This is an optimization exercise on Yosys and OpenROAD, whose aim is small area, a short achievable clock period and few clock cycles, not a production implementation.
Function was not checked in any run shown here: the RTL went through the layout flow alone.
Power figures rest on the tool's default switching activity, not on a simulated workload.

<file path="flow/run.sh">
#!/bin/bash
# synth_recipe.tcl (not shown) runs the flow's synth.tcl, then flattens the netlist and writes it again
# the make line also repeats each setting of config.mk as NAME=value (left out here)
make -C /OpenROAD-flow-scripts/flow DESIGN_CONFIG=/design/flow/config.mk WORK_HOME=/design/flow/orfs CLKGATE_MAP_FILE= SYNTH_SCRIPT=/design/flow/synth_recipe.tcl finish
</file>
<file path="flow/config.mk">
export PLATFORM = sky130hd
export DESIGN_NAME = owd_core
export DESIGN_NICKNAME = owd_core
export VERILOG_FILES = /design/flow/design.v
export SDC_FILE = /design/flow/constraint.sdc
export NUM_CORES = 4
export LEC_CHECK = 0
export ABC_CLOCK_PERIOD_IN_PS = 3500
export CAP_MARGIN = 30
export CORE_MARGIN = 2
export CORE_UTILIZATION = 55
export SETUP_SLACK_MARGIN = 5
export SLEW_MARGIN = 30
</file>
<file path="flow/constraint.sdc">
create_clock -name core_clock -period 12.0 [get_ports {clk}]
set_input_delay 2.4000 -clock core_clock [delete_from_list [all_inputs] [get_ports {clk}]]
set_output_delay 2.4000 -clock core_clock [all_outputs]
set_load 0.01 [all_outputs]
</file>
<file path="flow/design.v">
module owd_core (
    input              clk,
    input              rst,
    input              start,
    input              cancel,
    input      [31:0]  sample_rate_hz,
    input              force_overdrive,
    input              channel_valid,
    input      [7:0]   channel,
    output reg         cur_valid,
    output reg [1:0]   cur_cmd,
    output reg [31:0]  cur_n,
    input              cur_ack,
    input      [63:0]  cur_sample,
    input              cur_level,
    input              cur_eos,
    output             snk_valid,
    output     [180:0] snk_data,
    output             idle,
    output             busy,
    output             halted,
    output reg [1:0]   halt_reason,
    output     [7:0]   chan
);
    localparam [31:0] MIN_SAMPLE_RATE_HZ = 32'd2000000;
    localparam [1:0] CMD_QUERY = 2'd0, CMD_ADV_EDGE = 2'd1, CMD_PEEK_EDGE = 2'd2, CMD_ADV_BY = 2'd3;
    localparam [1:0] REC_FRAME = 2'd0, REC_COMMIT = 2'd1, REC_MARKER = 2'd2, REC_PROGRESS = 2'd3;
    localparam [2:0] MK_INVALID = 3'd0, MK_START = 3'd1, MK_DOWNARROW = 3'd2, MK_ZERO = 3'd3,
                     MK_ONE = 3'd4;
    localparam [1:0] LAYER_UNKNOWN = 2'd0, LAYER_DATA = 2'd1, LAYER_COMMAND = 2'd2,
                     LAYER_CRC = 2'd3;
    localparam [1:0] HR_NONE = 2'd0, HR_CANCELLED = 2'd1, HR_EOS = 2'd2, HR_CONFIG = 2'd3;
    localparam [4:0] S_IDLE = 5'd0,  S_HALT = 5'd1,  S_CFGE = 5'd2,  S_Q   = 5'd3,
                     S_M0   = 5'd4,  S_M1   = 5'd5,  S_M2   = 5'd6,  S_GAPF = 5'd7,
                     S_DISP = 5'd8,  S_RA   = 5'd9,  S_B    = 5'd10, S_C1  = 5'd11,
                     S_C2   = 5'd12, S_FR   = 5'd13, S_PR   = 5'd14, S_CX  = 5'd15,
                     S_FIX  = 5'd16, S_EFIX = 5'd17, S_RQ  = 5'd18, S_GQ  = 5'd19;
    reg [4:0]  ph;
    reg [7:0]  cfg_chan;
    reg [63:0] rise, fall, field_start;
    reg [47:0] acc;
    reg [5:0]  bits;
    reg [1:0]  layer;
    reg        unk;         
    reg        defer;       
    reg        warn;
    reg        h_lt10;      
    reg        h_gap;       
    reg        hacc;        
    reg        lvl;         
    reg        lazy;        
    reg        prog_rise;   
    reg        fr_done;
    reg        asm_pend, asm_bit;
    reg        c_rst, c_warn, c_gtchk, c_gtsp;
    reg [15:0] t10;
    reg [1:0]  t40lo;
    reg [15:0] t15;
    reg        t30lo;
    reg [3:0]  t480lo;
    reg [18:0] t88;
    reg [20:0] t380;
    reg [22:0] t1000;
    wire [16:0] t30  = {t15, t30lo};
    wire [17:0] t40  = {t10, t40lo};
    wire [20:0] t480 = {t15, t30lo, t480lo};
    reg [5:0]  tstep;
    wire [12:0] tQ   = acc[12:0];
    wire [19:0] tR   = acc[32:13];
    wire [22:0] tqb  = field_start[22:0];    
    wire [1:0]  tcp  = field_start[24:23];
    wire [19:0] trem = field_start[44:25];
    reg        rv;
    reg [1:0]  rtype;
    reg [1:0]  rbase;       
    reg [2:0]  rmk;
    reg        rfd;         
    reg        rfr;         
    assign idle   = (ph == S_IDLE);
    assign halted = (ph == S_HALT);
    assign busy   = !idle && !halted;
    assign chan   = cfg_chan;
    wire thr_ready = (tstep == 6'd50);
    reg        te_div, te_first, te_b;
    reg [3:0]  te_wr;       
    always @(*) begin
        te_div = 1'b0; te_first = 1'b0; te_b = 1'b0; te_wr = 4'd0;
        case (tstep)
            6'd0, 6'd1, 6'd2, 6'd3, 6'd4, 6'd5, 6'd6, 6'd7, 6'd8, 6'd9, 6'd10, 6'd11, 6'd12:
                te_div = 1'b1;
            6'd13: te_wr = 4'd1;
            6'd14: te_b = 1'b1;
            6'd15: ;
            6'd16: te_wr = 4'd2;
            6'd17: ;
            6'd18: begin te_wr = 4'd5; te_first = 1'b1; te_b = 1'b1; end
            6'd19, 6'd20: te_b = 1'b1;
            6'd21: te_wr = 4'd3;
            6'd22: te_wr = 4'd4;
            6'd23, 6'd24, 6'd25: ;
            6'd26: begin te_wr = 4'd8; te_first = 1'b1; end
            6'd27, 6'd28: te_b = 1'b1;
            6'd29, 6'd30, 6'd31: ;
            6'd32: begin te_wr = 4'd6; te_first = 1'b1; end
            6'd33, 6'd34, 6'd35, 6'd36, 6'd37: te_b = 1'b1;
            6'd38, 6'd39: ;
            6'd40: begin te_wr = 4'd7; te_first = 1'b1; te_b = 1'b1; end
            6'd41, 6'd42, 6'd43: te_b = 1'b1;
            6'd44: ;
            6'd45: te_b = 1'b1;
            6'd46, 6'd47, 6'd48: ;
            6'd49: te_wr = 4'd9;
            default: ;
        endcase
    end
    wire [3:0]  te_bitidx  = 4'd12 - tstep[3:0];
    wire        te_ratebit = sample_rate_hz[te_bitidx];
    wire [19:0] te_sr  = te_first ? tR : trem;
    wire [22:0] te_sq  = te_first ? {10'd0, tQ} : tqb;
    wire [1:0]  te_scp = te_first ? 2'd0 : tcp;
    wire [19:0] te_add = te_div ? {19'd0, te_ratebit} : (te_b ? tR : 20'd0);
    wire [21:0] te_t0  = {1'b0, te_sr, 1'b0} + {2'd0, te_add};
    wire [22:0] te_t1  = {1'b0, te_t0} - 23'd1000000;
    wire [22:0] te_t2  = {1'b0, te_t0} - 23'd2000000;
    wire        te_c2  = !te_t2[22];
    wire        te_c1  = !te_t1[22];
    wire [19:0] te_rn  = te_c2 ? te_t2[19:0] : te_c1 ? te_t1[19:0] : te_t0[19:0];
    wire [1:0]  te_cn  = te_c2 ? 2'd2 : te_c1 ? 2'd1 : 2'd0;
    wire [22:0] te_qn  = {te_sq[21:0], 1'b0} + {20'd0, te_scp, 1'b0} +
                         ((!te_div && te_b) ? {10'd0, tQ} : 23'd0);
    wire [22:0] te_val = tqb + {21'd0, tcp};
    wire [63:0] sb      = (ph == S_M1) ? rise : fall;
    wire [39:0] sb_hi_p1 = sb[63:24] + 40'd1;
    wire        d_eq0   = (cur_sample[63:24] == sb[63:24]);
    wire        d_eq1   = (cur_sample[63:24] == sb_hi_p1);
    wire [23:0] cur_lo  = cur_sample[23:0];
    wire [23:0] sb_lo   = sb[23:0];
    function lt24;
        input [23:0] a, b;
        reg [31:0] l0, e0;
        reg [15:0] l1, e1;
        reg [7:0]  l2, e2;
        reg [3:0]  l3, e3;
        reg [1:0]  l4, e4;
        integer i;
        begin
            l0 = {8'd0, ~a & b};
            e0 = {8'hFF, ~(a ^ b)};
            for (i = 0; i < 16; i = i + 1) begin
                l1[i] = l0[2*i+1] | (e0[2*i+1] & l0[2*i]);
                e1[i] = e0[2*i+1] & e0[2*i];
            end
            for (i = 0; i < 8; i = i + 1) begin
                l2[i] = l1[2*i+1] | (e1[2*i+1] & l1[2*i]);
                e2[i] = e1[2*i+1] & e1[2*i];
            end
            for (i = 0; i < 4; i = i + 1) begin
                l3[i] = l2[2*i+1] | (e2[2*i+1] & l2[2*i]);
                e3[i] = e2[2*i+1] & e2[2*i];
            end
            for (i = 0; i < 2; i = i + 1) begin
                l4[i] = l3[2*i+1] | (e3[2*i+1] & l3[2*i]);
                e4[i] = e3[2*i+1] & e3[2*i];
            end
            lt24 = l4[1] | (e4[1] & l4[0]);
        end
    endfunction
    wire d_bw    = lt24(cur_lo, sb_lo);
    wire d_small = d_bw ? d_eq1 : d_eq0;
    function below;
        input [23:0] c, s, t;
        input        k2;
        input        bw;
        reg   [25:0] x, y, z, sm, cy, u;
        begin
            x  = {2'b00, c};
            y  = {2'b11, ~s};
            z  = {2'b11, ~t};
            sm = x ^ y ^ z;
            cy = (x & y) | (x & z) | (y & z);
            u  = sm + {cy[24:0], k2} + 26'd1;
            below = bw ? (u[25] & ~u[24]) : u[25];
        end
    endfunction
    wire dd_lt10   = d_small &&  below(cur_lo, sb_lo, {8'd0, t10},   1'b1, d_bw);
    wire dd_gt1000 = !d_small || !below(cur_lo, sb_lo, {1'b0, t1000}, 1'b0, d_bw);
    wire dd_gt15   = !d_small || !below(cur_lo, sb_lo, {8'd0, t15},   1'b0, d_bw);
    wire dd_gt30   = !d_small || !below(cur_lo, sb_lo, {7'd0, t30},   1'b0, d_bw);
    wire dd_gt40   = !d_small || !below(cur_lo, sb_lo, {6'd0, t40},   1'b0, d_bw);
    wire dd_lt88   = d_small &&  below(cur_lo, sb_lo, {5'd0, t88},   1'b1, d_bw);
    wire dd_gt380  = !d_small || !below(cur_lo, sb_lo, {3'd0, t380},  1'b0, d_bw);
    wire dd_lt480  = d_small &&  below(cur_lo, sb_lo, {3'd0, t480},  1'b1, d_bw);
    wire x_gh   = !defer && h_lt10;
    wire x_gl   = !defer && dd_lt10;
    wire x_rst  = dd_gt380 || (force_overdrive && dd_gt40 && dd_lt88);
    wire x_warn = dd_gt380 && dd_lt480;
    reg [5:0] layer_width;
    always @(*) begin
        case (layer)
            LAYER_DATA:    layer_width = 6'd16;
            LAYER_COMMAND: layer_width = 6'd48;
            default:       layer_width = 6'd8;
        endcase
    end
    wire asm_full = (bits + 6'd1 == layer_width);
    wire asm_on   = (layer != LAYER_UNKNOWN);
    wire [4:0] asm_next = !asm_on ? S_PR : asm_full ? S_FR : S_PR;
    always @(*) begin
        cur_valid = 1'b0;
        cur_cmd   = CMD_ADV_EDGE;
        cur_n     = 32'd0;
        case (ph)
            S_Q, S_GQ: begin cur_valid = 1'b1; cur_cmd = CMD_QUERY; end
            S_M0, S_RA, S_RQ: cur_valid = 1'b1;
            S_M1:   cur_valid = thr_ready;
            S_M2:   begin cur_valid = 1'b1; cur_cmd = CMD_PEEK_EDGE; end
            S_B, S_FIX: begin cur_valid = 1'b1; cur_cmd = CMD_ADV_BY; cur_n = {15'd0, t30}; end
            S_C1, S_EFIX: begin cur_valid = 1'b1; cur_cmd = CMD_ADV_BY; cur_n = {16'd0, t15}; end
            S_C2:   begin cur_valid = 1'b1; cur_cmd = CMD_ADV_BY; cur_n = {16'd0, t15} + {31'd0, t30lo}; end
            default: ;
        endcase
    end
    wire ack = cur_valid && cur_ack;
    wire [63:0] s_samp   = (rbase == 2'd1) ? rise : (rbase == 2'd2) ? field_start : fall;
    wire        r_frame  = (rtype == REC_FRAME);
    wire        r_marker = (rtype == REC_MARKER);
    wire        r_commit = (rtype == REC_COMMIT);
    assign snk_valid         = rv;
    assign snk_data[1:0]     = rtype;
    assign snk_data[65:2]    = r_commit ? 64'd0 : s_samp;
    assign snk_data[68:66]   = r_marker ? rmk : r_frame ? rise[2:0] : 3'd0;
    assign snk_data[129:69]  = r_frame ? rise[63:3] : 61'd0;
    assign snk_data[131:130] = rfd ? layer : 2'd0;
    assign snk_data[179:132] = rfd ? acc : 48'd0;
    assign snk_data[180]     = rfr & warn;
    wire m2_ok   = (ph == S_M2) && ack && !cur_eos;
    wire do_disp = (m2_ok && !x_gh && !x_gl && !unk) || (ph == S_DISP);
    wire f_rst   = (ph == S_DISP) ? c_rst   : x_rst;
    wire f_warn  = (ph == S_DISP) ? c_warn  : x_warn;
    wire f_gtchk = (ph == S_DISP) ? c_gtchk : dd_gt15;
    wire f_gtsp  = (ph == S_DISP) ? c_gtsp  : dd_gt30;
    wire [24:0] fsp_lo  = {1'b0, fall[23:0]} + {8'd0, t30};
    wire [63:0] fall_sp = {fsp_lo[24] ? sb_hi_p1 : fall[63:24], fsp_lo[23:0]};
    always @(posedge clk) begin
        if (rst) begin
            ph          <= S_IDLE;
            halt_reason <= HR_NONE;
            cfg_chan    <= 8'd0;
            rv          <= 1'b0;
        end else begin
            rv  <= 1'b0;
            rfd <= 1'b0;
            rfr <= 1'b0;
            if (!thr_ready) begin
                tstep <= tstep + 6'd1;
                field_start[44:0] <= {te_rn, te_cn, te_qn};
                case (te_wr)
                    4'd1: acc[32:0] <= {trem, te_val[12:0]};
                    4'd2: t10    <= te_val[15:0];
                    4'd3: t15    <= te_val[15:0];
                    4'd4: t30lo  <= te_val[0];
                    4'd5: t40lo  <= te_val[1:0];
                    4'd6: t88    <= te_val[18:0];
                    4'd7: t380   <= te_val[20:0];
                    4'd8: t480lo <= te_val[3:0];
                    4'd9: t1000  <= te_val[22:0];
                    default: ;
                endcase
            end
            if (asm_pend) begin
                asm_pend <= 1'b0;
                if (asm_on) begin
                    if (asm_bit)
                        acc[bits] <= 1'b1;
                    bits <= bits + 6'd1;
                end
            end
            if ((ph == S_M2) && ack && (bits == 6'd0))
                field_start <= fall;
            if (ack && cur_eos) begin
                if (ph == S_B) begin
                    ph <= S_EFIX;
                end else begin
                    halt_reason <= HR_EOS;
                    ph          <= S_HALT;
                end
            end else begin
                case (ph)
                    S_IDLE: begin
                        if (start) begin
                            if (sample_rate_hz < MIN_SAMPLE_RATE_HZ || !channel_valid) begin
                                halt_reason <= HR_CONFIG;
                                ph          <= S_CFGE;
                            end else begin
                                cfg_chan    <= channel;
                                halt_reason <= HR_NONE;
                                layer       <= LAYER_UNKNOWN;
                                bits        <= 6'd0;
                                unk         <= 1'b1;
                                defer       <= 1'b0;
                                hacc        <= 1'b0;
                                lazy        <= 1'b0;
                                fr_done     <= 1'b0;
                                asm_pend    <= 1'b0;
                                tstep       <= 6'd0;
                                field_start[44:0] <= {1'b0, sample_rate_hz[31:13], 25'd0};
                                ph          <= S_Q;
                            end
                        end
                    end
                    S_CFGE: ph <= S_HALT;
                    S_Q: if (ack) begin
                        rise <= cur_sample;
                        lvl  <= cur_level;
                        ph   <= cur_level ? S_M1 : S_M0;
                    end
                    S_M0: if (ack) begin
                        if (!hacc)
                            rise <= cur_sample;
                        hacc <= 1'b0;
                        lazy <= 1'b0;
                        ph   <= S_M1;
                    end
                    S_M1: if (ack) begin
                        fall   <= cur_sample;
                        h_lt10 <= dd_lt10;
                        h_gap  <= dd_gt1000;
                        ph     <= S_M2;
                    end
                    S_M2: if (ack) begin
                        if (!x_rst)
                            fall <= fall_sp;
                        if (!x_gl)
                            rise <= cur_sample;
                        if (x_gh || x_gl) begin
                            rmk   <= MK_INVALID;
                            hacc  <= !x_gh;
                            ph    <= S_GQ;
                        end else begin
                            defer   <= 1'b0;
                            c_rst   <= x_rst;
                            c_warn  <= x_warn;
                            c_gtchk <= dd_gt15;
                            c_gtsp  <= dd_gt30;
                            if (unk) begin
                                rmk   <= h_gap ? MK_START : MK_DOWNARROW;
                                ph    <= S_GQ;
                            end
                        end
                    end
                    S_GQ: if (ack) begin
                        fall  <= cur_sample;
                        rv    <= 1'b1;
                        rtype <= REC_MARKER;
                        rbase <= 2'd0;
                        ph    <= !unk ? S_M0 : (rmk == MK_START) ? S_GAPF :
                                 (rmk == MK_DOWNARROW) ? S_DISP : S_M0;
                    end
                    S_RQ: begin
                        rv     <= 1'b1;
                        rtype  <= REC_FRAME;
                        rbase  <= 2'd0;
                        rfr    <= 1'b1;
                        layer  <= LAYER_DATA;
                        bits   <= 6'd0;
                        acc    <= 48'd0;
                        unk    <= 1'b0;
                        defer  <= 1'b1;
                        if (ack) begin
                            lvl       <= 1'b1;
                            prog_rise <= 1'b1;
                            ph        <= S_PR;
                        end else begin
                            ph        <= S_RA;
                        end
                    end
                    S_GAPF: begin
                        rv    <= 1'b1;
                        rtype <= REC_COMMIT;
                        layer <= LAYER_DATA;
                        bits  <= 6'd0;
                        acc   <= 48'd0;
                        unk   <= 1'b0;
                        ph    <= S_DISP;
                    end
                    S_RA: begin
                        if (ack) begin
                            lvl       <= 1'b1;
                            prog_rise <= 1'b1;
                            ph        <= S_PR;
                        end
                    end
                    S_B, S_C2: if (ack) begin
                        fall      <= cur_sample;
                        rv        <= 1'b1;
                        rtype     <= REC_MARKER;
                        rbase     <= 2'd0;
                        rmk       <= cur_level ? MK_ONE : MK_ZERO;
                        lvl       <= cur_level;
                        prog_rise <= 1'b0;
                        asm_pend  <= 1'b1;
                        asm_bit   <= cur_level;
                        ph        <= asm_next;
                    end
                    S_C1: if (ack) begin
                        fall <= cur_sample;
                        if (cur_level) begin
                            rv        <= 1'b1;
                            rtype     <= REC_MARKER;
                            rbase     <= 2'd0;
                            rmk       <= MK_INVALID;
                            lvl       <= 1'b1;
                            prog_rise <= 1'b0;
                            ph        <= S_PR;
                        end else begin
                            ph <= S_C2;
                        end
                    end
                    S_FR: begin
                        rv      <= 1'b1;
                        rtype   <= REC_FRAME;
                        rbase   <= 2'd2;
                        rfd     <= 1'b1;
                        fr_done <= 1'b1;
                        ph      <= S_PR;
                    end
                    S_PR: begin
                        rv    <= 1'b1;
                        rtype <= REC_PROGRESS;
                        rbase <= prog_rise ? 2'd1 : 2'd0;
                        if (fr_done) begin
                            fr_done <= 1'b0;
                            bits    <= 6'd0;
                            acc     <= 48'd0;
                            layer   <= (layer == LAYER_DATA) ? LAYER_COMMAND : LAYER_CRC;
                        end
                        if (cancel)
                            ph <= lazy ? S_FIX : S_CX;
                        else
                            ph <= lvl ? S_M1 : S_M0;
                    end
                    S_CX: begin
                        halt_reason <= HR_CANCELLED;
                        ph          <= S_HALT;
                    end
                    S_FIX: if (ack) begin
                        halt_reason <= HR_CANCELLED;
                        ph          <= S_HALT;
                    end
                    S_EFIX: if (ack) begin
                        halt_reason <= HR_EOS;
                        ph          <= S_HALT;
                    end
                    default: ;  
                endcase
                if (do_disp) begin
                    if (f_rst) begin
                        rv     <= 1'b1;
                        rtype  <= REC_COMMIT;
                        warn   <= f_warn;
                        ph     <= S_RQ;
                    end else if (f_gtsp) begin
                        fall      <= fall_sp;
                        rv        <= 1'b1;
                        rtype     <= REC_MARKER;
                        rbase     <= 2'd0;
                        rmk       <= MK_ZERO;
                        lvl       <= 1'b0;
                        prog_rise <= 1'b0;
                        lazy      <= 1'b1;
                        asm_pend  <= 1'b1;
                        asm_bit   <= 1'b0;
                        ph        <= asm_next;
                    end else if (f_gtchk) begin
                        ph <= S_B;
                    end else begin
                        ph <= S_C1;
                    end
                end
            end
        end
    end
endmodule
</file>
==> results.txt, run 1 <==
Entering global routing, the biggest net connects 73 pins. The worst setup path is of the input port to flop kind. The number of buffers inserted for hold repair after clock tree synthesis is 0. The clock network latency to the later pin of the worst-skew pair came out at roughly 620 ps. In the final routed layout, each cell accounts on average for 27.42 um. The total number of vias is 38,760. The full die area came out at 73,220 um2. The post-synthesis cell type count is 103.

Setup repair after global routing left no endpoint under its margin. Setup violations remaining at the end of the flow were counted as 0. During I/O placement, the number of pins put on the boundary was 343. The worst path needs about 7000 ps of the cycle, external delays included. The worst setup path is launched from an input port.

The relative slew slack is 0.2389. The capture instance of the worst register-to-register path is fall[53]. The worst IR drop on VDD came out at 0.1757 mV. STA classifies the critical path endpoint as a flop. The post-synthesis mux area share is 0.03210. The period utilization came out at 0.5773. The maximum buffer depth of the clock tree came out at 3.

The number of clock buffers added by TritonCTS is 50. The total number of placement rows came out at 97. The starting density of the core is 0.5573. The last weighted congestion value of the routability-driven placer came out at ~1. The power per standard cell area is between 150 and 200 nW/um2. The number of cells traversed by the worst hold path came out at 2. The post-synthesis xor/xnor area fraction is 0.04324. The die is 270.6 um wide.

The total negative setup slack is 0 ps. The post-synth design cell area came out at 39,090 um2. The basic-gate share of the synthesized area counting and, or, nand and nor cells is 0.1889. The share of async-settable or async-resettable flops after synthesis is 0. The number of global-route vias before repair is 36,390. After synthesis, the largest family of logic cells by area is compound AO/OA/AOI/OAI gates. In the layout the commonest cells are 524 x sky130_fd_sc_hd__nand2_1, 381 x sky130_fd_sc_hd__edfxtp_1, 325 x sky130_fd_sc_hd__a21oi_1. In the synthesized netlist, the number of instances is 4,569.

The post-detailed-route count of antenna-violating nets is 0. Sorting the synthesized cells by area gives the leading types as sky130_fd_sc_hd__edfxtp_1 29%, sky130_fd_sc_hd__ha_1 8.4%, sky130_fd_sc_hd__fa_1 6.4%, sky130_fd_sc_hd__nand2_1 5.1%, sky130_fd_sc_hd__a21oi_1 4.2%. The path class of the tightest hold or removal check is flop to flop. The maximum clock skew at final layout came out at 15.64 ps.

The number of cells after detailed placement came out at about 5,600. The tree built by TritonCTS fans out to 404 sinks. The placeable core region is 70,150 um2. The post-synthesis sequential element count came out at ~400. The routed design has approximately 160 mm of wire. The run finished with no timing, DRC or antenna violations. The top cell type's share of synthesized area is 0.2927. Max-cap violations in this run came to 0. The global routing usage summed across all routing layers is 0.4144. From synthesis to final layout, the design area changed by 16.78%. The cell leakage power came out at roughly 18 nW.

The wire-length estimate of the detail-placed layout is 114.0 mm. The most used flip-flop cell after synthesis is sky130_fd_sc_hd__edfxtp_1. The number of antenna violations at the first check in global routing came out at 6.

The clock-pin transition on the worst setup and hold timing paths came out at 60 ps. The required time at the worst-slack endpoint came out at between 10,000 and 15,000 ps. The Yosys warning count is 1.

The vias per cell is 6.724. The final net count is 5,279. The number of hold violations in the final report was 0. The length in cells of the worst reg-to-reg path is 20. The cell at the root of the clock tree is sky130_fd_sc_hd__clkbuf_16. The total global routing overflow came out at 0. Of all nets on the critical path, the largest fanout is 32.

The library cell with the largest summed area after synthesis is sky130_fd_sc_hd__edfxtp_1. The max-slew violation total from the final report is 0. The finished layout holds 5,764 standard cells, fillers aside. The fraction of final layout cells sized beyond drive strength 1 is 0.07820.

The critical path starts at cur_sample[9]. The clock tree synthesis step divided the H-tree into 2 levels. The most common library cell in the layout ignoring fill and taps is sky130_fd_sc_hd__nand2_1. During placement, the flow inserted port buffers numbering 327. Data on the critical path arrives at its endpoint at 7280 ps. The share of synthesized cell area in full adder, half adder and majority cells came out at 0.1479. In this run the mean area of a mapped cell was 8.556 um2.

In this run the most critical hold path is launched from cfg_chan[5]. After detailed routing, the number of remaining DRC violations is 0. The slew at the pin closest to its max-slew limit came out at 1138 ps. The die is 270.6 um tall.

The register area share after synthesis is 0.3045. The number of iterations in the first detailed-routing pass came out at 6. The compound-gate portion of the synthesized area came out at 0.2192. The endpoint of the most critical setup path is fall[53].

The wire length of the first global-routing pass came out at 231.3 mm. In this run, the number of DRC markers left after iteration 0 of detailed routing was slightly below 5,000. The startpoint identified for the worst register-to-register timing path is ph[0].

The maximum operating frequency is roughly 140 MHz. TritonCTS built the clock tree. The worst setup slack for register-to-register paths came out at 5130 ps.

The number of filler instances in the final layout came out at 6,041. In this run, synthesis inferred 381 flip-flops with an integrated enable.
-- layout make-up --
cell class	instances	area, um2	area share
Clock buffer	67	1429	0.03130
Tap cell	940	1176	0.02576
Clock inverter	27	342.8	0.007510
Inverter	328	1286	0.02817
Timing Repair Buffer	446	4303	0.09425
Antenna cell	3	7.507	0.0001644
Multi-Input combinational cell	3549	25210	0.5521
Sequential cell	404	11900	0.2607
-- worst max-delay path, cell delays in order --
cell and delay [ps]:
sky130_fd_sc_hd__clkdlybuf4s50_1 750, sky130_fd_sc_hd__inv_1 160, sky130_fd_sc_hd__or4_1 540, sky130_fd_sc_hd__a311o_1 400, sky130_fd_sc_hd__a311oi_4 200, sky130_fd_sc_hd__buf_4 220
sky130_fd_sc_hd__buf_4 150, sky130_fd_sc_hd__o21ai_4 100, sky130_fd_sc_hd__buf_4 200, sky130_fd_sc_hd__a211o_1 260, sky130_fd_sc_hd__a221oi_2 290, sky130_fd_sc_hd__and4b_2 380
sky130_fd_sc_hd__nand3_4 180, sky130_fd_sc_hd__o31ai_4 460, sky130_fd_sc_hd__buf_4 210, sky130_fd_sc_hd__buf_16 230, sky130_fd_sc_hd__o22ai_1 120
-- cell families (layout without fill, tap and decap cells) --
| logic type | count (synthesis) | in the layout |
|---|---|---|
| flops | 404 | 404 |
| xor+xnor | 193 | 193 |
| simple gates | 1524 | 1526 |
| buf+inv | 633 | 868 |
| mux | 116 | 116 |
| fa+ha+maj | 388 | 388 |
| other cells | 1 | 18 |
| compound gates | 1310 | 1311 |
-- routing by layer --
layer | track usage | vias to the layer above | wire, um
met5 | 0 | - | 43
met4 | 0.2190 | 6 | 9952
met3 | 0.07624 | 578 | 17840
met2 | 0.6513 | 2578 | 70520
met1 | 0.5445 | 18570 | 59720
li1 | - | 17030 | -
-- worst min path at each step --
| stage | endpoint | slack, ps |
|---|---|---|
| global route | cfg_chan[6] | 480 |
| finish | cfg_chan[5] | 450 |
| detailed placement | cfg_chan[7] | 450 |
| global placement | cfg_chan[6] | 440 |
| CTS | cfg_chan[0] | 450 |
| floorplan | field_start[50] | 420 |
-- state kept, by name (all words and copies together) (netlist names), 2 cells and up --
signal       flops
halt_reason      2
layer            2
t480lo           4
fall            64
t40lo            2
rbase            2
tstep            6
acc             48
ph               5
cfg_chan         8
t1000           23
t88             19
t380            21
rise            64
field_start     64
te_wr            4
bits             6
t15             16
rtype            2
rmk              3
t10             16
-- synthesized netlist by cell type (42+ instances only) --
cell                       number
sky130_fd_sc_hd__a21oi_1      327
sky130_fd_sc_hd__nor3_1        87
sky130_fd_sc_hd__edfxtp_1     381
sky130_fd_sc_hd__a31oi_1       72
sky130_fd_sc_hd__o211ai_1      44
sky130_fd_sc_hd__and3_1        49
sky130_fd_sc_hd__and2_1       174
sky130_fd_sc_hd__nor2b_1       43
sky130_fd_sc_hd__nand3_1      121
sky130_fd_sc_hd__xnor2_1      134
sky130_fd_sc_hd__fa_1         124
sky130_fd_sc_hd__mux2i_1       77
sky130_fd_sc_hd__o21ai_0      275
sky130_fd_sc_hd__o21a_1        51
sky130_fd_sc_hd__a21o_1        42
sky130_fd_sc_hd__nand4_1       49
sky130_fd_sc_hd__a211oi_1      44
sky130_fd_sc_hd__nand2_1      530
sky130_fd_sc_hd__a22oi_1      121
sky130_fd_sc_hd__nor2_1       298
sky130_fd_sc_hd__xor2_1        59
sky130_fd_sc_hd__ha_1         263
sky130_fd_sc_hd__clkbuf_1     226
sky130_fd_sc_hd__inv_1        326
sky130_fd_sc_hd__o22ai_1       55
-- per-stage QoR --
stage / area (um2) / util / hold slack, ps / power [mW] / setup slack [ps]
5_1_grt: 45650 / 0.6507 / 477.3 / 8.448 / 4976
6_report: 45650 / 0.6508 / 451.6 / 8.033 / 5073
3_5_place_dp: 43060 / 0.6138 / 448.9 / 6.179 / 2780
3_3_place_gp: 42980 / 0.6127 / 441.5 / 6.120 / 2970
4_1_cts: 45190 / 0.6442 / 453.7 / 7.896 / 5016
2_1_floorplan: 39160 / - / 424.4 / 4.837 / 5074
-- power by group --
part / switching [mW] / internal, mW
logic: 2.44 / 1.63
clock network: 0.679 / 1.01
registers: 0.368 / 1.91
-- repair_timing --
item	in CTS	in global routing
gates cloned	1	4
buffers inserted	27	25
setup endpoints to repair	152	134
resized for setup	34	47
pin swaps	7	10
==> run 2, diff against run 1 <==
--- a/flow/config.mk
+++ b/flow/config.mk
@@ -7,6 +7,6 @@
 export LEC_CHECK = 0
-export ABC_CLOCK_PERIOD_IN_PS = 3500
+export ABC_CLOCK_PERIOD_IN_PS = 2500
 export CAP_MARGIN = 30
 export CORE_MARGIN = 2
-export CORE_UTILIZATION = 55
+export CORE_UTILIZATION = 60
 export SETUP_SLACK_MARGIN = 5
==> run 2 against run 1 <==
Flip-flop and latch count unchanged. Cell count decreased by 1.8%. Still clean on timing, DRC and antenna. Critical path depth increased by 4. Synthesized area unchanged. Sequential share of layout area increased by 0.31 points. Design area decreased by 1.2%. Sequential power about the same. Clock power decreased by about 10%. Hold slack improved by 4.4 ps.
==> results.txt, run 2 <==
The period utilization is 0.5809 (+0.003610). Setup repair after global routing could not meet its margin everywhere. The path class of the tightest hold or removal check is flop to flop. The number of global-route vias before repair came out at 36,230 (-0.43%). Relative to the synthesized area, the layout overhead comes to 15.40%.

The synthesized instance count is 4,569 (unchanged). The worst IR drop on VDD is 0.1621 mV (-7.7%). The count of input and output buffers is 327 (unchanged). The post-synth design cell area is 39,090 um2 (unchanged). The full die area is 67,210 um2 (-8.2%). The Yosys warning count was 1 (unchanged). The maximum clock skew at final layout is 25.95 ps (+10.31 ps). The global routing usage summed across all routing layers came out at 0.4417 (+0.02722). For this design, the slowest cell found on the critical path is sky130_fd_sc_hd__nor2b_2. The vertical die dimension is 259.3 um (-4.2%). The clock buffer count from CTS is 49 (-2.0%). The clock-pin transition on the worst setup and hold timing paths is 60 ps (about the same). The max-slew violation total from the final report is 0 (unchanged). In this design, the largest share of critical-path delay is due to simple AND/OR/NAND/NOR gates. The slew at the pin closest to its max-slew limit is 1027 ps (-111.1 ps).

The number of DRC markers in iteration 0 is 5,416 (+9.4%). The required time at the worst-slack endpoint was 12,330 ps (-20 ps). The worst setup path is launched from a flop. The total of max-cap violations was 0 (unchanged).

The maximum number of pins on one net before global-route repair is 66 (-9.6%). The vias per cell came out at 6.873 (+2.2%). The cell leakage power came out at 17.63 nW (-1.2%).

The detailed-placement wirelength estimate is 110.2 mm (-3.3%). The run finished with no timing, DRC or antenna violations. The placement-stage worst setup slack came out at 3013 ps (+233.2 ps). sky130_fd_sc_hd__nand2_1 is the most common cell in the netlist.

The H-tree depth came out at 2 (unchanged). The maximum operating frequency came out at 143.5 MHz (-0.62%). The fraction of final layout cells sized beyond drive strength 1 came to 0.07121 (-0.006994). The detailed-route wire length per cell came out at 27.02 um (-1.5%). By area the synthesized netlist is led by sky130_fd_sc_hd__edfxtp_1 29%, sky130_fd_sc_hd__ha_1 8.4%, sky130_fd_sc_hd__fa_1 6.4%, sky130_fd_sc_hd__nand2_1 5.1%, sky130_fd_sc_hd__a21oi_1 4.2%. The number of buffers inserted for hold repair after clock tree synthesis came to 0 (unchanged). The post-synthesis cell type count came out at 103 (unchanged). The starting density of the core is 0.6064 (+0.04915).

The wire length of the first global-routing pass is 225.5 mm (-2.5%). The highest net fanout along the worst path came to 28 (-13%). The synthesized area per cell came to 8.556 um2 (unchanged). The number of hold violations in the final report came to 0 (unchanged). The last weighted congestion value of the routability-driven placer came out at 1.038 (+2.8%). The final count of negative-setup-slack endpoints came out at 0 (unchanged). The die outline width came out at 259.3 um (-4.2%).

The total negative setup slack came out at 0 ps (unchanged). The total global routing overflow is 0 (unchanged). The total buffers and inverters traversed by the critical path came out at 3 (-4).

The largest total area in the synthesized netlist belongs to sky130_fd_sc_hd__edfxtp_1. The number of iterations in the first detailed-routing pass came to 8 (+2). The final net count was 5,263 (-0.30%). The register area share after synthesis is 0.3045 (unchanged). The placeable core region came out at 64,460 um2 (-8.1%). The maximum buffer depth of the clock tree came out at 3 (unchanged). The peak per-stage delay on the critical path was 550 ps (-200 ps).

The number of antenna violations at the first check in global routing is 5 (-1). The clock network latency to the later pin of the worst-skew pair came to 630 ps (about the same). Leaving out fill and tap cells, the most frequent cell in the layout is sky130_fd_sc_hd__nand2_1. The final wirelength came to 153.0 mm (-3.2%). The power per standard cell area is 173.8 nW/um2 (-1.2%). The shortest period the worst path allows came out at 6970 ps (+43.32 ps).

The total number of placement rows is 93 (-4.1%). The relative slew slack is 0.2978 (+0.05896). Leaving out fill and tap cells, the most frequent cells in the layout are 527 x sky130_fd_sc_hd__nand2_1, 381 x sky130_fd_sc_hd__edfxtp_1, 325 x sky130_fd_sc_hd__a21oi_1. The signal on the critical path passes through buf_4, nor2b_2, nand2_4, nand2_1, nand2_1, ha_1, a41oi_1, o221ai_1, a31oi_1, or2_2, o21a_4, o41ai_1, a21oi_1, a211oi_1, and4b_2, nand3_4, o31ai_4, buf_4, buf_6, a31o_2, a22oi_1.

The commonest cells after synthesis are 530 x sky130_fd_sc_hd__nand2_1, 381 x sky130_fd_sc_hd__edfxtp_1, 327 x sky130_fd_sc_hd__a21oi_1, 326 x sky130_fd_sc_hd__inv_1, 298 x sky130_fd_sc_hd__nor2_1. For this run, the leading register cell type out of synthesis is sky130_fd_sc_hd__edfxtp_1. The DRC violation count after routing is 0 (unchanged). The total number of vias came out at 38,900 (+0.38%). By startpoint and endpoint, the worst setup path is classified as flop to flop.

The number of filler instances in the final layout is 5,233 (-13%). The I/O pin count is 343 (unchanged). STA classifies the critical path endpoint as a flop.

The post-detailed-route count of antenna-violating nets came out at 0 (unchanged). The CTS tree is built. The number of synthesized flops with an enable pin is 381 (unchanged). The worst path setup slack after routing came out at 5030 ps (-43.32 ps).

The share of async-settable or async-resettable flops after synthesis is 0 (unchanged). The cell sitting at the root of the clock tree is a sky130_fd_sc_hd__clkbuf_16. The worst endpoint data arrival time is 7310 ps (+30 ps).

In the final layout, the registers with the most flip-flops are fall (64), field_start (64), rise (64). The count of clock tree sinks is 404 (unchanged). The post-synthesis sequential element count came out at 404 (unchanged). The top cell type's share of synthesized area came out at 0.2927 (unchanged).
-- run 2: stage by stage --
step	cell area, um2	util	instances	hold WS [ps]	total power [mW]
finish	45110	0.6998	5660	456.1	7.841
global route	45110	0.6998	5659	476.7	8.249
CTS	44740	0.6940	5632	454.2	7.696
detailed placement	42890	0.6653	5519	447.9	6.163
global placement	42850	0.6647	5519	440.8	6.093
floorplan	39160	-	4583	424.4	4.837
-- run 2: worst min-delay path, cell delays in order, from the launching register on --
cell and delay (ps):
sky130_fd_sc_hd__dfxtp_1 310, sky130_fd_sc_hd__nand2_1 50, sky130_fd_sc_hd__a21oi_1 50
-- run 2: path summary, 6_finish.rpt --
path              cells past startpoint  slack [ps]     endpoint   startpoint
setup / recovery                     21        5030     fall[20]        ph[2]
hold / removal                        2         460  cfg_chan[3]  cfg_chan[3]
setup reg to reg                     21        5030     fall[20]        ph[2]
hold reg to reg                       2         460  cfg_chan[3]  cfg_chan[3]
-- run 2: per-layer routing --
metal / wire length, um / track usage
met4: 10590 / 0.2556
met1: 55570 / 0.5735
met2: 67200 / 0.6849
met5: 26 / 0
met3: 19570 / 0.09315
-- run 2: cell type report --
type,instances,area (um2),share of cell area
Tap cell,855,1070,0.02371
Clock buffer,72,1393,0.03087
Inverter,328,1279,0.02835
Multi-Input combinational cell,3547,25130,0.5570
Sequential cell,404,11900,0.2638
Timing Repair Buffer,432,4169,0.09241
Antenna cell,2,5.005,0.0001109
Timing Repair inverter,1,5.005,0.0001109
Clock inverter,19,163.9,0.003633
-- run 2: cell families after synthesis --
logic type | after synthesis | synth area share
simple gates | 1524 | 0.1889
compound gates | 1310 | 0.2192
buf+inv | 633 | 0.06408
flops | 404 | 0.3045
fa+ha+maj | 388 | 0.1479
xor+xnor | 193 | 0.04324
mux | 116 | 0.03210
other cells | 1 | 0.00009593
-- run 2: timing repair --
action | CTS | global route
gates cloned | 0 | 4
setup endpoints to repair | 158 | 73
pin swaps | 7 | 5
buffers inserted | 22 | 21
resized for setup | 28 | 35
-- run 2: power by group --
group | leakage [nW] | total, mW | internal, mW | switching [mW]
clock | 0.766 | 1.51 | 0.848 | 0.661
sequential | 3.79 | 2.28 | 1.91 | 0.364
combinational | 13.1 | 4.06 | 1.62 | 2.44
==> run 3, diff against run 2 <==
--- a/flow/design.v
+++ b/flow/design.v
@@ -133,6 +133,5 @@
     wire [39:0] sb_hi_p1 = sb[63:24] + 40'd1;
-    wire        d_eq0   = (cur_sample[63:24] == sb[63:24]);
-    wire        d_eq1   = (cur_sample[63:24] == sb_hi_p1);
-    wire [23:0] cur_lo  = cur_sample[23:0];
-    wire [23:0] sb_lo   = sb[23:0];
+    wire        d_eq0    = (cur_sample[63:24] == sb[63:24]);
+    wire        d_eq1    = (cur_sample[63:24] == sb_hi_p1);
+    wire [23:0] cur_lo   = cur_sample[23:0];
     function lt24;
@@ -167,27 +166,29 @@
     endfunction
-    wire d_bw    = lt24(cur_lo, sb_lo);
-    wire d_small = d_bw ? d_eq1 : d_eq0;
     function below;
-        input [23:0] c, s, t;
-        input        k2;
-        input        bw;
-        reg   [25:0] x, y, z, sm, cy, u;
+        input [24:0] bnd;
+        input [23:0] c;
+        input        eq0, eq1;
+        reg          l;
         begin
-            x  = {2'b00, c};
-            y  = {2'b11, ~s};
-            z  = {2'b11, ~t};
-            sm = x ^ y ^ z;
-            cy = (x & y) | (x & z) | (y & z);
-            u  = sm + {cy[24:0], k2} + 26'd1;
-            below = bw ? (u[25] & ~u[24]) : u[25];
+            l = lt24(c, bnd[23:0]);
+            below = bnd[24] ? (eq0 | (eq1 & l)) : (eq0 & l);
         end
     endfunction
-    wire dd_lt10   = d_small &&  below(cur_lo, sb_lo, {8'd0, t10},   1'b1, d_bw);
-    wire dd_gt1000 = !d_small || !below(cur_lo, sb_lo, {1'b0, t1000}, 1'b0, d_bw);
-    wire dd_gt15   = !d_small || !below(cur_lo, sb_lo, {8'd0, t15},   1'b0, d_bw);
-    wire dd_gt30   = !d_small || !below(cur_lo, sb_lo, {7'd0, t30},   1'b0, d_bw);
-    wire dd_gt40   = !d_small || !below(cur_lo, sb_lo, {6'd0, t40},   1'b0, d_bw);
-    wire dd_lt88   = d_small &&  below(cur_lo, sb_lo, {5'd0, t88},   1'b1, d_bw);
-    wire dd_gt380  = !d_small || !below(cur_lo, sb_lo, {3'd0, t380},  1'b0, d_bw);
-    wire dd_lt480  = d_small &&  below(cur_lo, sb_lo, {3'd0, t480},  1'b1, d_bw);
+    wire [23:0] sb_lo = sb[23:0];
+    wire [24:0] b10   = {1'b0, sb_lo} + {9'd0, t10};
+    wire [24:0] b1000 = {1'b0, sb_lo} + {2'd0, t1000} + 25'd1;
+    wire [24:0] b15   = {1'b0, sb_lo} + {9'd0, t15} + 25'd1;
+    wire [24:0] b30   = {1'b0, sb_lo} + {8'd0, t30} + 25'd1;
+    wire [24:0] b40   = {1'b0, sb_lo} + {7'd0, t40} + 25'd1;
+    wire [24:0] b88   = {1'b0, sb_lo} + {6'd0, t88};
+    wire [24:0] b380  = {1'b0, sb_lo} + {4'd0, t380} + 25'd1;
+    wire [24:0] b480  = {1'b0, sb_lo} + {4'd0, t480};
+    wire dd_lt10   =  below(b10,   cur_lo, d_eq0, d_eq1);
+    wire dd_gt1000 = !below(b1000, cur_lo, d_eq0, d_eq1);
+    wire dd_gt15   = !below(b15,   cur_lo, d_eq0, d_eq1);
+    wire dd_gt30   = !below(b30,   cur_lo, d_eq0, d_eq1);
+    wire dd_gt40   = !below(b40,   cur_lo, d_eq0, d_eq1);
+    wire dd_lt88   =  below(b88,   cur_lo, d_eq0, d_eq1);
+    wire dd_gt380  = !below(b380,  cur_lo, d_eq0, d_eq1);
+    wire dd_lt480  =  below(b480,  cur_lo, d_eq0, d_eq1);
     wire x_gh   = !defer && h_lt10;
@@ -212,4 +213,4 @@
         case (ph)
-            S_Q, S_GQ: begin cur_valid = 1'b1; cur_cmd = CMD_QUERY; end
-            S_M0, S_RA, S_RQ: cur_valid = 1'b1;
+            S_Q, S_RQ, S_GQ: begin cur_valid = 1'b1; cur_cmd = CMD_QUERY; end
+            S_M0, S_RA: cur_valid = 1'b1;
             S_M1:   cur_valid = thr_ready;
@@ -330,4 +331,3 @@
                     S_M2: if (ack) begin
-                        if (!x_rst)
-                            fall <= fall_sp;
+                        fall <= fall_sp;
                         if (!x_gl)
@@ -358,3 +358,4 @@
                     end
-                    S_RQ: begin
+                    S_RQ: if (ack) begin
+                        fall   <= cur_sample;
                         rv     <= 1'b1;
@@ -368,9 +369,3 @@
                         defer  <= 1'b1;
-                        if (ack) begin
-                            lvl       <= 1'b1;
-                            prog_rise <= 1'b1;
-                            ph        <= S_PR;
-                        end else begin
-                            ph        <= S_RA;
-                        end
+                        ph     <= S_RA;
                     end
--- a/flow/config.mk
+++ b/flow/config.mk
@@ -7,6 +7,6 @@
 export LEC_CHECK = 0
-export ABC_CLOCK_PERIOD_IN_PS = 2500
+export ABC_CLOCK_PERIOD_IN_PS = 3500
 export CAP_MARGIN = 30
 export CORE_MARGIN = 2
-export CORE_UTILIZATION = 60
+export CORE_UTILIZATION = 55
 export SETUP_SLACK_MARGIN = 5
==> run 3 against run 2 <==
Sequential share of layout area is 1.8 points lower. Sequential power shrank 5%. Synthesized area rose by 6.9%. Core utilization decreased by 5.9 points. Power shrank 7.6%. Critical path type unchanged. Critical endpoint unchanged.
==> results.txt, run 3 <==
The total negative setup slack was 0 ps (unchanged). The die outline width is 279.7 um (+7.9%). The fraction of final layout cells sized beyond drive strength 1 came out at 0.07710 (+0.005893). The switching power was 3.076 mW (-11%). The shortest period the worst path allows is 6927 ps (-43.52 ps). The clock buffer count from CTS is 47 (-4.1%). The vertical die dimension came out at 279.7 um (+7.9%). The overall power of the completed layout came to 7.243 mW (-7.6%). Setup repair after global routing could not meet its margin everywhere. The synthesized instance count came out at 5,015 (+9.8%). The number of hold violations in the final report came out at 0 (unchanged).

The wire length of the first global-routing pass is 248.3 mm (+10%). The tightest min-delay check is of the flop to flop type. The Yosys warning count is 1 (unchanged).

The top cell type's share of synthesized area came to 0.2737 (-0.01893). The layout overhead on the synthesized area is 15.84%. The share of synthesized cell area in full adder, half adder and majority cells came out at 0.1306 (-0.01735). The worst endpoint data arrival time came out at 7260 ps (-50 ps). The maximum clock skew at final layout is 38.58 ps (+12.63 ps). In the layout the commonest cells are 543 x sky130_fd_sc_hd__nand2_1, 411 x sky130_fd_sc_hd__ha_1, 409 x sky130_fd_sc_hd__nor2_1. The global routing usage summed across all routing layers came to 0.4151 (-0.02654). The number of antenna violations at the first check in global routing is 2 (-3). The post-synthesis xor/xnor area fraction came out at 0.06739 (+0.02415). The number of iterations in the first detailed-routing pass was 7 (-1).

The flow ran to the end and the layout has no timing, DRC or antenna violations. The most used flip-flop cell after synthesis is sky130_fd_sc_hd__edfxtp_1. The maximum buffer depth of the clock tree is 3 (unchanged). The compound-gate portion of the synthesized area is 0.2294 (+0.01022).

TritonCTS built the clock tree. The synthesized area per cell came out at 8.334 um2 (-2.6%). The basic-gate share of the synthesized area counting and, or, nand and nor cells came out at 0.2144 (+0.02554).

The most common library cell in the layout ignoring fill and taps is sky130_fd_sc_hd__nand2_1. The period utilization came to 0.5772 (-0.003627). The highest net fanout along the worst path came out at 23 (-18%). By startpoint and endpoint, the worst setup path is classified as flop to flop. The part of the power in the clock network is 0.206 (+0.014). The final wirelength came out at 168.7 mm (+10%). The detailed-placement wirelength estimate came out at 120.4 mm (+9.3%).

The final net count is 5,756 (+9.4%). The total global routing overflow came to 0 (unchanged). The H-tree depth came out at 2 (unchanged).

The final count of negative-setup-slack endpoints came out at 0 (unchanged). The post-detailed-route count of antenna-violating nets is 0 (unchanged). The slew at the pin closest to its max-slew limit was 1208 ps (+181.7 ps). The power per standard cell area came out at 149.6 nW/um2 (-14%). The total buffers and inverters traversed by the critical path is 3 (unchanged).

The switching share of power is 0.4246 (-0.01654). For this design, the slowest cell found on the critical path is sky130_fd_sc_hd__dfxtp_1. The I/O pin count came out at 343 (unchanged). Ranked by total cell area, the synthesized netlist is headed by sky130_fd_sc_hd__edfxtp_1 27%, sky130_fd_sc_hd__ha_1 12%, sky130_fd_sc_hd__xnor2_1 5.0%, sky130_fd_sc_hd__nand2_1 5.0%, sky130_fd_sc_hd__a21oi_1 4.9%. The part of the power in registers is 0.300 (+0.010). The worst IR drop on VDD was 0.1555 mV (-4.1%). The biggest area contributor in the post-synthesis netlist is sky130_fd_sc_hd__edfxtp_1. By area, the combinational part of the netlist is dominated by compound AO/OA/AOI/OAI gates. The clock network latency to the later pin of the worst-skew pair is 630 ps (about the same). The DRC violation count after routing came out at 0 (unchanged). The internal portion of total power was 4.168 mW (-4.9%). The number of global-route vias before repair came out at 40,280 (+11%). The post-synthesis cell type count came to 109 (+5.8%).

The worst setup path is launched from a flop. The starting density of the core is 0.5530 (-0.05335). In the post-synthesis netlist, the cell with the most instances is sky130_fd_sc_hd__nand2_1. The total of max-cap violations came to 0 (unchanged). The full die area came to 78,210 um2 (+16%). The placeable core region is 75,570 um2 (+17%). The number of filler instances in the final layout is 6,661 (+27%). Clock tree synthesis selected as its root buffer the cell sky130_fd_sc_hd__clkbuf_16. The largest registers in the layout are fall (64), field_start (64), rise (64). The post-synthesis sequential element count was 404 (unchanged). STA classifies the critical path endpoint as a flop.

The count of clock tree sinks is 404 (unchanged). The required time at the worst-slack endpoint came to 12,330 ps (about the same). The post-synthesis mux area share came out at 0.02829 (-0.003812). The share of async-settable or async-resettable flops after synthesis is 0 (unchanged). The vias per cell came out at 6.817 (-0.82%). The last weighted congestion value of the routability-driven placer is 1.015 (-2.2%). The number of synthesized flops with an enable pin came out at 381 (unchanged).

The register area share after synthesis came out at 0.2848 (-0.01969). The relative slew slack was 0.1839 (-0.1140). The detailed-route wire length per cell came to 27.07 um (+0.17%). By count the netlist is led by 552 x sky130_fd_sc_hd__nand2_1, 419 x sky130_fd_sc_hd__nor2_1, 413 x sky130_fd_sc_hd__ha_1, 408 x sky130_fd_sc_hd__a21oi_1, 381 x sky130_fd_sc_hd__edfxtp_1. The total number of placement rows is 101 (+8.6%). The count of input and output buffers is 327 (unchanged). The cell leakage power came out at 18.76 nW (+6.4%). The clock-pin transition on the worst setup and hold timing paths came out at 60 ps (about the same). The max-slew violation total from the final report came out at 0 (unchanged). The maximum number of pins on one net before global-route repair came out at 68 (+3.0%). The peak per-stage delay on the critical path was 440 ps (-110 ps). Grouping stages by cell kind, the critical path spends the most delay in compound AO/OA/AOI/OAI gates. The post-synth design cell area came to 41,790 um2 (+6.9%). The maximum operating frequency came out at 144.4 MHz (+0.63%).

The combinational share of power is 0.494 (-0.023). The number of DRC markers in iteration 0 came out at 5,247 (-3.1%). The total number of vias is 42,480 (+9.2%).
-- run 3: cell count changes after synthesis, moves of 81 or more --
cell | before | now
sky130_fd_sc_hd__xnor2_1 | 134 | 238
sky130_fd_sc_hd__nor2_1 | 298 | 419
sky130_fd_sc_hd__inv_1 | 326 | 149
sky130_fd_sc_hd__fa_1 | 124 | 14
sky130_fd_sc_hd__ha_1 | 263 | 413
sky130_fd_sc_hd__a21oi_1 | 327 | 408
-- run 3: worst min-delay path: stages, from the launching register on --
cell	delay [ps]
sky130_fd_sc_hd__dfxtp_1	300
sky130_fd_sc_hd__nand2_1	50
sky130_fd_sc_hd__a21oi_1	50
-- run 3: path summary, 6_finish.rpt --
kind            endpoint        start  cells after the start  slack, ps
max             fall[20]        ph[2]                     33       5070
min          cfg_chan[2]  cfg_chan[2]                      2        450
max reg2reg     fall[20]        ph[2]                     33       5070
min reg2reg  cfg_chan[2]  cfg_chan[2]                      2        450
-- run 3: per-stage QoR --
stage | hold slack, ps | worst slack (ps) | utilization | instances | area, um2
6_report | 452.8 | 5073 | 0.6407 | 6232 | 48410
3_5_place_dp | 447.5 | 3359 | 0.6067 | 6093 | 45850
2_1_floorplan | 424.4 | 4812 | - | 5029 | 42100
5_1_grt | 475.3 | 4899 | 0.6406 | 6231 | 48410
4_1_cts | 453.6 | 5016 | 0.6337 | 6209 | 47890
3_3_place_gp | 441.3 | 3483 | 0.6060 | 6093 | 45800
-- run 3: area by class of cell --
type,instances,area [um2],area share
Multi-Input combinational cell,4181,28850,0.5959
Sequential cell,404,11910,0.2459
Timing Repair Buffer,430,4313,0.08908
Clock buffer,61,1290,0.02665
Tap cell,978,1224,0.02528
Inverter,152,576.8,0.01191
Clock inverter,25,252.7,0.005220
Antenna cell,1,2.502,0.00005169
-- run 3: routing by layer --
layer  GRT usage  vias up  wire length [um]
met5           0        -                23
met1      0.5089    20030             61970
met4      0.2633        4             12850
met2      0.6663     2696             75990
met3     0.08632      671             17890
li1            -    19080                 -
-- run 3: repair_timing --
action                     CTS  global route
buffers inserted            23            15
cloned                       7             5
gates resized for setup     36            79
pin swaps                   17            18
setup endpoints to repair  157           135
hold buffers                 0             0
-- run 3: cell families after synthesis --
logic type,Yosys count
AOI/OAI and AO/OA,1468
muxes,108
and+or+nand+nor,1833
other,1
DFF,404
xor gates and xnor gates,320
buffers and inverters,453
adders and majority gates,428
-- run 3: power groups by stage --
stage	Clock, mW	Combinational (mW)	Sequential, mW
after floorplan	0	2.51	1.99
after global placement	0	3.38	2.18
after detailed placement	0	3.42	2.18
after CTS	1.49	3.48	2.16
after global routing	1.54	3.91	2.19
final	1.49	3.58	2.17
==> run 4, diff against run 3 <==
--- a/flow/design.v
+++ b/flow/design.v
@@ -69,5 +69,4 @@
     wire [19:0] tR   = acc[32:13];
-    wire [22:0] tqb  = field_start[22:0];    
-    wire [1:0]  tcp  = field_start[24:23];
-    wire [19:0] trem = field_start[44:25];
+    wire [22:0] tqb  = field_start[22:0];
+    wire [19:0] trem = field_start[42:23];
     reg        rv;
@@ -119,19 +118,17 @@
     wire [22:0] te_sq  = te_first ? {10'd0, tQ} : tqb;
-    wire [1:0]  te_scp = te_first ? 2'd0 : tcp;
     wire [19:0] te_add = te_div ? {19'd0, te_ratebit} : (te_b ? tR : 20'd0);
     wire [21:0] te_t0  = {1'b0, te_sr, 1'b0} + {2'd0, te_add};
-    wire [22:0] te_t1  = {1'b0, te_t0} - 23'd1000000;
-    wire [22:0] te_t2  = {1'b0, te_t0} - 23'd2000000;
-    wire        te_c2  = !te_t2[22];
-    wire        te_c1  = !te_t1[22];
-    wire [19:0] te_rn  = te_c2 ? te_t2[19:0] : te_c1 ? te_t1[19:0] : te_t0[19:0];
-    wire [1:0]  te_cn  = te_c2 ? 2'd2 : te_c1 ? 2'd1 : 2'd0;
-    wire [22:0] te_qn  = {te_sq[21:0], 1'b0} + {20'd0, te_scp, 1'b0} +
+    wire        te_c2  = (te_t0 >= 22'd2000000);
+    wire        te_c1  = (te_t0 >= 22'd1000000);
+    wire [21:0] te_rm  = te_t0 - (te_c2 ? 22'd2000000 : te_c1 ? 22'd1000000 : 22'd0);
+    wire [19:0] te_rn  = te_rm[19:0];
+    wire [1:0]  te_cn  = {te_c2, te_c1 & !te_c2};
+    wire [22:0] te_qn  = {te_sq[21:0], 1'b0} + {21'd0, te_cn} +
                          ((!te_div && te_b) ? {10'd0, tQ} : 23'd0);
-    wire [22:0] te_val = tqb + {21'd0, tcp};
     wire [63:0] sb      = (ph == S_M1) ? rise : fall;
     wire [39:0] sb_hi_p1 = sb[63:24] + 40'd1;
-    wire        d_eq0    = (cur_sample[63:24] == sb[63:24]);
-    wire        d_eq1    = (cur_sample[63:24] == sb_hi_p1);
-    wire [23:0] cur_lo   = cur_sample[23:0];
+    wire        d_eq0   = (cur_sample[63:24] == sb[63:24]);
+    wire        d_eq1   = (cur_sample[63:24] == sb_hi_p1);
+    wire [23:0] cur_lo  = cur_sample[23:0];
+    wire [23:0] sb_lo   = sb[23:0];
     function lt24;
@@ -166,29 +163,29 @@
     endfunction
+    wire d_bw    = lt24(cur_lo, sb_lo);
+    wire d_small = d_bw ? d_eq1 : d_eq0;
     function below;
-        input [24:0] bnd;
-        input [23:0] c;
-        input        eq0, eq1;
-        reg          l;
+        input [23:0] c, s, t;
+        input        k2;
+        input        bw;
+        reg   [25:0] x, y, z, sm, cy, u;
         begin
-            l = lt24(c, bnd[23:0]);
-            below = bnd[24] ? (eq0 | (eq1 & l)) : (eq0 & l);
+            x  = {2'b00, c};
+            y  = {2'b11, ~s};
+            z  = {2'b11, ~t};
+            sm = x ^ y ^ z;
+            cy = (x & y) | (x & z) | (y & z);
+            u  = sm + {cy[24:0], k2} + 26'd1;
+            below = bw ? (u[25] & ~u[24]) : u[25];
         end
     endfunction
-    wire [23:0] sb_lo = sb[23:0];
-    wire [24:0] b10   = {1'b0, sb_lo} + {9'd0, t10};
-    wire [24:0] b1000 = {1'b0, sb_lo} + {2'd0, t1000} + 25'd1;
-    wire [24:0] b15   = {1'b0, sb_lo} + {9'd0, t15} + 25'd1;
-    wire [24:0] b30   = {1'b0, sb_lo} + {8'd0, t30} + 25'd1;
-    wire [24:0] b40   = {1'b0, sb_lo} + {7'd0, t40} + 25'd1;
-    wire [24:0] b88   = {1'b0, sb_lo} + {6'd0, t88};
-    wire [24:0] b380  = {1'b0, sb_lo} + {4'd0, t380} + 25'd1;
-    wire [24:0] b480  = {1'b0, sb_lo} + {4'd0, t480};
-    wire dd_lt10   =  below(b10,   cur_lo, d_eq0, d_eq1);
-    wire dd_gt1000 = !below(b1000, cur_lo, d_eq0, d_eq1);
-    wire dd_gt15   = !below(b15,   cur_lo, d_eq0, d_eq1);
-    wire dd_gt30   = !below(b30,   cur_lo, d_eq0, d_eq1);
-    wire dd_gt40   = !below(b40,   cur_lo, d_eq0, d_eq1);
-    wire dd_lt88   =  below(b88,   cur_lo, d_eq0, d_eq1);
-    wire dd_gt380  = !below(b380,  cur_lo, d_eq0, d_eq1);
-    wire dd_lt480  =  below(b480,  cur_lo, d_eq0, d_eq1);
+    wire dd_lt10   = d_small &&  below(cur_lo, sb_lo, {8'd0, t10},   1'b1, d_bw);
+    wire [22:0] tb_sel  = (ph == S_M1) ? t1000 : (ph == S_RQ) ? {2'd0, t480} : {2'd0, t380};
+    wire        b_below = below(cur_lo, sb_lo, {1'b0, tb_sel}, (ph == S_RQ), d_bw);
+    wire dd_gt1000 = !d_small || !b_below;
+    wire dd_gt15   = !d_small || !below(cur_lo, sb_lo, {8'd0, t15},   1'b0, d_bw);
+    wire dd_gt30   = !d_small || !below(cur_lo, sb_lo, {7'd0, t30},   1'b0, d_bw);
+    wire dd_gt40   = !d_small || !below(cur_lo, sb_lo, {6'd0, t40},   1'b0, d_bw);
+    wire dd_lt88   = d_small &&  below(cur_lo, sb_lo, {5'd0, t88},   1'b1, d_bw);
+    wire dd_gt380  = !d_small || !b_below;
+    wire dd_lt480  = d_small && b_below;
     wire x_gh   = !defer && h_lt10;
@@ -196,3 +193,3 @@
     wire x_rst  = dd_gt380 || (force_overdrive && dd_gt40 && dd_lt88);
-    wire x_warn = dd_gt380 && dd_lt480;
+    wire x_warn = dd_gt380;      
     reg [5:0] layer_width;
@@ -213,4 +210,4 @@
         case (ph)
-            S_Q, S_RQ, S_GQ: begin cur_valid = 1'b1; cur_cmd = CMD_QUERY; end
-            S_M0, S_RA: cur_valid = 1'b1;
+            S_Q, S_GQ, S_RA: begin cur_valid = 1'b1; cur_cmd = CMD_QUERY; end
+            S_M0, S_RQ: cur_valid = 1'b1;
             S_M1:   cur_valid = thr_ready;
@@ -256,13 +253,13 @@
                 tstep <= tstep + 6'd1;
-                field_start[44:0] <= {te_rn, te_cn, te_qn};
+                field_start[42:0] <= {te_rn, te_qn};
                 case (te_wr)
-                    4'd1: acc[32:0] <= {trem, te_val[12:0]};
-                    4'd2: t10    <= te_val[15:0];
-                    4'd3: t15    <= te_val[15:0];
-                    4'd4: t30lo  <= te_val[0];
-                    4'd5: t40lo  <= te_val[1:0];
-                    4'd6: t88    <= te_val[18:0];
-                    4'd7: t380   <= te_val[20:0];
-                    4'd8: t480lo <= te_val[3:0];
-                    4'd9: t1000  <= te_val[22:0];
+                    4'd1: acc[32:0] <= {trem, tqb[12:0]};
+                    4'd2: t10    <= tqb[15:0];
+                    4'd3: t15    <= tqb[15:0];
+                    4'd4: t30lo  <= tqb[0];
+                    4'd5: t40lo  <= tqb[1:0];
+                    4'd6: t88    <= tqb[18:0];
+                    4'd7: t380   <= tqb[20:0];
+                    4'd8: t480lo <= tqb[3:0];
+                    4'd9: t1000  <= tqb[22:0];
                     default: ;
@@ -306,3 +303,3 @@
                                 tstep       <= 6'd0;
-                                field_start[44:0] <= {1'b0, sample_rate_hz[31:13], 25'd0};
+                                field_start[42:0] <= {1'b0, sample_rate_hz[31:13], 23'd0};
                                 ph          <= S_Q;
@@ -359,3 +356,3 @@
                     S_RQ: if (ack) begin
-                        fall   <= cur_sample;
+                        warn   <= warn && dd_lt480;
                         rv     <= 1'b1;
@@ -369,3 +366,5 @@
                         defer  <= 1'b1;
-                        ph     <= S_RA;
+                        lvl       <= 1'b1;
+                        prog_rise <= 1'b1;
+                        ph        <= S_PR;
                     end
@@ -380,8 +379,5 @@
                     end
-                    S_RA: begin
-                        if (ack) begin
-                            lvl       <= 1'b1;
-                            prog_rise <= 1'b1;
-                            ph        <= S_PR;
-                        end
+                    S_RA: if (ack) begin
+                        fall <= cur_sample;
+                        ph   <= S_RQ;
                     end
@@ -455,3 +451,3 @@
                         warn   <= f_warn;
-                        ph     <= S_RQ;
+                        ph     <= (ph == S_DISP) ? S_RQ : S_RA;
                     end else if (f_gtsp) begin
==> run 4 against run 3 <==
Synthesized cell count decreased by 16%. Largest cell class unchanged. Register-to-register slack improved by 90 ps. Still clean. Design area decreased by 9.3%. Sequential power about the same. Core utilization increased by 2.6 points. Count of clock-buffer cells in the layout increased by 2. Combinational power increased by 14%.
==> results.txt, run 4 <==
The share of synthesized cell area in full adder, half adder and majority cells is 0.1408 (+0.01019). The cell at the root of the clock tree is sky130_fd_sc_hd__clkbuf_16. The library cells used most frequently in the layout, excluding fill and tap cells, are 514 x sky130_fd_sc_hd__nand2_1, 381 x sky130_fd_sc_hd__edfxtp_1, 321 x sky130_fd_sc_hd__clkdlybuf4s50_1. The number of DRC markers in iteration 0 is 4,690 (-11%). The internal portion of total power came out at 4.537 mW (+8.9%). The die outline width is 261.9 um (-6.4%). The dominant combinational cell family by area after synthesis is compound AO/OA/AOI/OAI gates. The final net count is 4,978 (-14%). Sorting the synthesized cells by how often they occur yields 518 x sky130_fd_sc_hd__nand2_1, 381 x sky130_fd_sc_hd__edfxtp_1, 319 x sky130_fd_sc_hd__inv_1, 302 x sky130_fd_sc_hd__nor2_1, 301 x sky130_fd_sc_hd__a21oi_1. The Yosys warning count came to 1 (unchanged). The count of input and output buffers was 327 (unchanged).

The number of cells after detailed placement came out at 5,232 (-14%). The final wirelength was 141.2 mm (-16%). The compound-gate portion of the synthesized area is 0.2050 (-0.02447).

The maximum buffer depth of the clock tree is 3 (unchanged). The period utilization was 0.5749 (-0.002288). The part of the power in registers came to 0.279 (-0.021). The peak per-stage delay on the critical path came out at 540 ps (+100 ps). The detailed-route wire length per cell is 26.00 um (-4.0%).

The post-synthesis sequential element count came out at 404 (unchanged). The part of the power in the clock network is 0.202 (-0.004). The count of clock tree sinks came to 404 (unchanged). The post-synth design cell area is 36,580 um2 (-12%). The vias per cell came out at 6.545 (-4.0%). The library cell used most frequently in the layout, excluding fill and tap cells, is sky130_fd_sc_hd__nand2_1. The post-synthesis cell type count is 99 (-9.2%).

The maximum clock skew at final layout came out at 21.10 ps (-17.49 ps). Among all flip-flop cells after synthesis, the most frequent one is sky130_fd_sc_hd__edfxtp_1. The clock buffer count from CTS was 50 (+6.4%). The path class of the tightest hold or removal check is flop to flop.

The run finished with no timing, DRC or antenna violations. The highest net fanout along the worst path came out at 10 (-57%). The number of global-route vias before repair came out at 32,470 (-19%). The synthesized area per cell came out at 8.648 um2 (+3.8%). The post-synthesis xor/xnor area fraction is 0.03232 (-0.03507). The switching power came out at 3.345 mW (+8.7%). The post-detailed-route count of antenna-violating nets is 0 (unchanged).

The vertical die dimension is 261.9 um (-6.4%). The startpoint class of the critical path is an input port. The clock-pin transition on the worst setup and hold timing paths was 60 ps (about the same). For this design, the slowest cell found on the critical path is sky130_fd_sc_hd__fa_1. The switching share of power is 0.4244 (about the same). The combinational share of power is 0.519 (+0.025). The share of async-settable or async-resettable flops after synthesis came out at 0 (unchanged). The I/O pin count came out at 343 (unchanged). The wire length of the first global-routing pass came to 207.6 mm (-16%). The synthesized instance count is 4,230 (-16%). The number of buffers inserted for hold repair after clock tree synthesis came out at 0 (unchanged).

The largest registers in the layout are fall (64), field_start (64), rise (64).
==> run 4: cell count changes after synthesis, moves of 34 or more <==
cell                      previous run  this run
sky130_fd_sc_hd__ha_1              413       230
sky130_fd_sc_hd__inv_1             149       319
sky130_fd_sc_hd__xnor2_1           238        80
sky130_fd_sc_hd__nor2_1            419       302
sky130_fd_sc_hd__a21oi_1           408       301
sky130_fd_sc_hd__fa_1               14       111
sky130_fd_sc_hd__o21ai_0           287       194
sky130_fd_sc_hd__nor3_1            152        90
sky130_fd_sc_hd__a21o_1             86        41
sky130_fd_sc_hd__nand4_1            94        52
sky130_fd_sc_hd__nand2_1           552       518
==> run 4: cell type report <==
type,count,area [um2],area share
multi-input cells,3252,23120,0.5265
flip-flops and latches,404,11910,0.2712
repair buffers,496,4850,0.1104
clock buffers,63,1380,0.03143
inverters,320,1261,0.02872
well taps,864,1081,0.02462
clock inverters,28,309.0,0.007037
diodes,2,5.005,0.0001140
==> run 4: power groups by stage <==
stage | logic, mW | registers (mW) | clock network [mW]
after CTS | 3.80 | 2.18 | 1.60
after detailed placement | 3.61 | 2.21 | 0
after floorplan | 2.55 | 2.04 | 0
after global placement | 3.56 | 2.20 | 0
final | 4.09 | 2.20 | 1.59
after global routing | 4.45 | 2.22 | 1.65
==> run 4: tightest hold or removal path, cell delays in order, from the launching register on <==
cell and delay, ps:
sky130_fd_sc_hd__dfxtp_1 310, sky130_fd_sc_hd__nand2_1 50, sky130_fd_sc_hd__a21oi_1 50
==> run 4: logic make-up (layout without fill, tap and decap cells) <==
group / count (synthesis) / count (layout)
DFF: 404 / 404
AOI/OAI and AO/OA: 1152 / 1152
buffers and inverters: 588 / 907
xor gates and xnor gates: 135 / 135
muxes: 115 / 115
adders and majority gates: 346 / 346
other: 1 / 17
and+or+nand+nor: 1489 / 1489
==> run 4: metrics by stage <==
step                      power, mW  hold WS, ps    util  setup slack, ps  area, um2
after floorplan               4.589        424.4       -             4959      36670
after global placement        5.761        441.7  0.6148             2802      40500
after detailed placement      5.811        447.8  0.6159             2813      40560
after CTS                     7.583        455.2  0.6522             5002      42950
after global routing          8.314        466.6  0.6667             4862      43910
final                         7.881        458.1  0.6668             5101      43910
==> run 4: path summary, 6_finish.rpt <==
kind,from,end,slack [ps],depth (start not counted)
max reg2reg,ph[3],fall[28],5160,23
min,cfg_chan[4],cfg_chan[4],460,2
max,cur_sample[2],fall[28],5100,21
min reg2reg,cfg_chan[4],cfg_chan[4],460,2
==> run 4: what timing repair did <==
item	in CTS	in global routing
endpoints found under the hold margin	0	0
pin swaps	12	32
buffers inserted	22	74
cloned	6	2
resized for setup	85	81
endpoints found under the setup margin	168	166
==> run 4: routing by layer <==
metal  up-vias  track usage  wire, um
met3       315      0.08951     18320
met5         -            0        23
met1     16920       0.5883     58120
li1      15910            -         -
met2      2383       0.5754     59060
met4         4       0.1450      5645

Check on run 4: ideal ports give 5.101 ns setup slack; a clkbuf_16 on the clock port and buf_2 on the inputs give 5.139 ns; moving port delays by the midpoint clock arrival (0.684 ns) as well gives 4.455 ns.
